From an optimization exercise on the open Yosys and OpenROAD flow, aimed at small area, a short achievable clock period and few clock cycles; shortcuts taken in it are not production practice.
Only simulation tests tie the RTL to the original design; equivalence was not proved.
No activity file was given, so power comes from the tool's default toggle rates.

== run D ==
// nasa_fa
module nasa_fa (
    input  wire       clk,
    input  wire       rst,
    input  wire       in_valid,
    input  wire [7:0] in_data,
    output wire       in_ready,
    output reg        pl_valid,
    output reg  [7:0] pl_data,
    output reg        pl_last,
    output reg        pl_empty
);
    localparam [7:0] STX = 8'h32;
    localparam [7:0] ETX = 8'h34;
    localparam [1:0] S_SRCH = 2'd0, S_L1 = 2'd1, S_L2 = 2'd2, S_BODY = 2'd3;
    localparam [1:0] E_IDLE = 2'd0, E_H1 = 2'd1, E_H2 = 2'd2, E_PAY = 2'd3;
    function [3:0] bcls(input [7:0] b);
        bcls = {(b >= 8'd4) && (b <= 8'd126), b == ETX, b == 8'd0, b == STX};
    endfunction
    function [15:0] crc_step(input [15:0] c_in, input [7:0] b);
        integer i;
        reg [15:0] c;
        begin
            c = c_in ^ {b, 8'h00};
            for (i = 0; i < 8; i = i + 1)
                c = c[15] ? ({c[14:0], 1'b0} ^ 16'h1021) : {c[14:0], 1'b0};
            crc_step = c;
        end
    endfunction
    reg  [1023:0] ring;
    reg  [3:0]    f0, f127;             
    wire [7:0]    r0   = ring[7:0];
    wire [7:0]    r31  = ring[255:248];
    wire [7:0]    r63  = ring[511:504];
    wire [7:0]    r95  = ring[767:760];
    wire [7:0]    r126 = ring[1015:1008];
    wire [7:0]    r127 = ring[1023:1016];
    reg           in_ready_q;
    wire          ins = in_valid && in_ready_q;
    always @(posedge clk) begin
        ring <= {ring[1015:0], ins ? in_data : r127};
        f127 <= bcls(r126);
        f0   <= ins ? bcls(in_data) : f127;
    end
    assign in_ready = in_ready_q;
    reg  [6:0]  ph;         
    reg  [6:0]  tail;       
    reg         uany;       
    reg  [6:0]  d;          
    reg         d0, d127;   
    reg  [1:0]  st;
    reg  [6:0]  cs;         
    reg         hi_ok;      
    reg  [6:0]  rem;        
    reg         last_q;     
    reg  [15:0] crc;
    reg         crcz;       
    reg         nv_v;       
    reg         b1_stx, b1_zero, b2_stx;    
  ...
export LEC_CHECK = 0
export ABC_CLOCK_PERIOD_IN_PS = 3000
export CAP_MARGIN = 20
export CORE_MARGIN = 2
export CORE_UTILIZATION = 40
export CTS_BUF_LIST = sky130_fd_sc_hd__clkbuf_8
export CTS_CLUSTER_DIAMETER = 60
export CTS_CLUSTER_SIZE = 18
export SLEW_MARGIN = 20
create_clock -name core_clock -period 10.0 [get_ports {clk}]
standard.sh (not shown) runs the stock make flow with config.mk's settings and CLKGATE_MAP_FILE= SYNTH_SCRIPT=/design/flow/synth_recipe.tcl, a recipe that flattens the netlist after the stock synthesis.
==> flow/flow/run.sh <==
#!/bin/bash
# Own flow: the standard layout (standard.sh), unchanged synthesis, with
# two changes for the later steps: the port buffers are buf_4 cells instead
# of the smallest buffer, and timing repair aims at a larger setup margin.
set -euo pipefail
bash standard.sh synth > synth.log 2>&1
export SETUP_SLACK_MARGIN=7
export BUFFER_PORTS_ARGS="-buffer_cell sky130_fd_sc_hd__buf_4"
bash standard.sh > layout.log 2>&1
Testbench counts of run D, summed over its fixed seeds: cycles 18,671.
diff inputs: run D => run G
-- flow/design.v --
<<< run D, line 46
    reg  [6:0]  tail;       
    reg         uany;       
    reg  [6:0]  d;          
    reg         d0, d127;   
>>> run G, line 46
    reg  [6:0]  tail;       
    reg         uany;       
    reg  [6:0]  sp;         
    reg  [6:0]  d;          
    reg         d0, d127;   
<<< run D, line 79
    wire        do_push  = sc_go && body_end && ok_frame;
    wire        jump     = sc_go && body_end && !ok_frame && (nv_v || nv_now);
    wire [6:0]  phm1     = ph - 7'd1;
    wire [6:0]  sp       = d127 ? phm1 : ph;
    wire [6:0]  dj       = nv_v ? cs - ph : d - 7'd3;
    reg  [1:0]  st_n;
    reg  [1:0]  cs_sel;     
>>> run G, line 80
    wire        do_push  = sc_go && body_end && ok_frame;
    wire        jump     = sc_go && body_end && !ok_frame && (nv_v || nv_now);
    wire [6:0]  jtgt     = nv_v ? cs + 7'd1 : sp - 7'd2;
    reg  [1:0]  st_n;
    reg  [1:0]  cs_sel;     
<<< run D, line 109
    wire        rebase = ins && !uany;
    wire [6:0]  ph_n   = ph + 7'd1;
    wire        ph_tail = (ph == tail);
    wire        sp_tail = d127 ? (phm1 == tail) : ph_tail;
    wire        uany_n  = jump || ins || (uany && !(sc_go && sp_tail));
    reg  [7:0]  etb;
    always @* begin
>>> run G, line 108
    wire        rebase = ins && !uany;
    wire [6:0]  ph_n   = ph + 7'd1;
    wire        uany_n = jump || ins || (uany && !(sc_go && sp == tail));
    reg  [7:0]  etb;
    always @* begin
<<< run D, line 138
    wire        blk_n   = nfne_n && ((cand && cs == ph_n) ||
                                     (uany && (d0 || d == 7'd1 || jump_mb) && r126 == STX));
    wire        in_ready_n = (empty || ins || ph_tail) && !blk_n;
    always @(posedge clk) begin
        if (rst) begin
>>> run G, line 135
    wire        blk_n   = nfne_n && ((cand && cs == ph_n) ||
                                     (uany && (d0 || d == 7'd1 || jump_mb) && r126 == STX));
    wire        in_ready_n = (empty || ins || ph == tail) && !blk_n;
    always @(posedge clk) begin
        if (rst) begin
<<< run D, line 175
        if (ins) tail <= ph;
        if (jump) begin
            d    <= dj;
            d0   <= (dj == 7'd0);
            d127 <= (dj == 7'd127);
        end else if (sc_go) begin
        end else if (rebase) begin
            d    <= 7'd127;
            d0   <= 1'b0;
>>> run G, line 172
        if (ins) tail <= ph;
        if (jump) begin
            sp   <= jtgt;
            d    <= jtgt - ph_n;
            d0   <= nv_v ? (cs == ph)        : (d == 7'd3);
            d127 <= nv_v ? (cs == ph - 7'd1) : (d == 7'd2);
        end else if (sc_go) begin
            sp   <= sp + 7'd1;
        end else if (rebase) begin
            sp   <= ph;
            d    <= 7'd127;
            d0   <= 1'b0;
==> comparison <==
- Power consumption ends up higher on run G.
- Delta(total clock sinks, run G - run D) > 0
- Of run G and run D, it is run G that has the higher initial DRC count.
- Run G gives more starting density of the core than run D did.
- The buffer count excluding the clock tree in the final layout in run G sits 12 above the value recorded for run D.
Testbench counts of run G, summed over its fixed seeds: cycles 18,671.

## static timing again, ports no longer ideal
The results above use ideal ports. As a check the final layouts listed here were re-extracted and re-timed, cells and wires unchanged.
Step 1: set_driving_cell puts a clkbuf_16 on clk and a buf_2 on each other input, an assumption about the parent block.
Step 2 times the ports against the registers' clock, not the clock port: input delays grow and output delays shrink by t, the midpoint of the rising clock arrivals with the driver on.
Three values: no drivers, after step 1, after step 2; two values: the first two.
run	t, ns	setup slack, ns	worst setup path after step 2	latest minus earliest clock arrival (ns)	worst data-port slew with drivers (ns)
run D	0.716	6.805 / 6.750 / 6.460	input to register	0.044 / 0.044	0.03
run G	0.732	6.834 / 6.779 / 6.567	input to register	0.051 / 0.051	0.03
After both steps every run listed still meets setup and hold. The setup slack of run D, which loses most, moves by -0.055 ns with the drivers and by -0.345 ns with both steps.
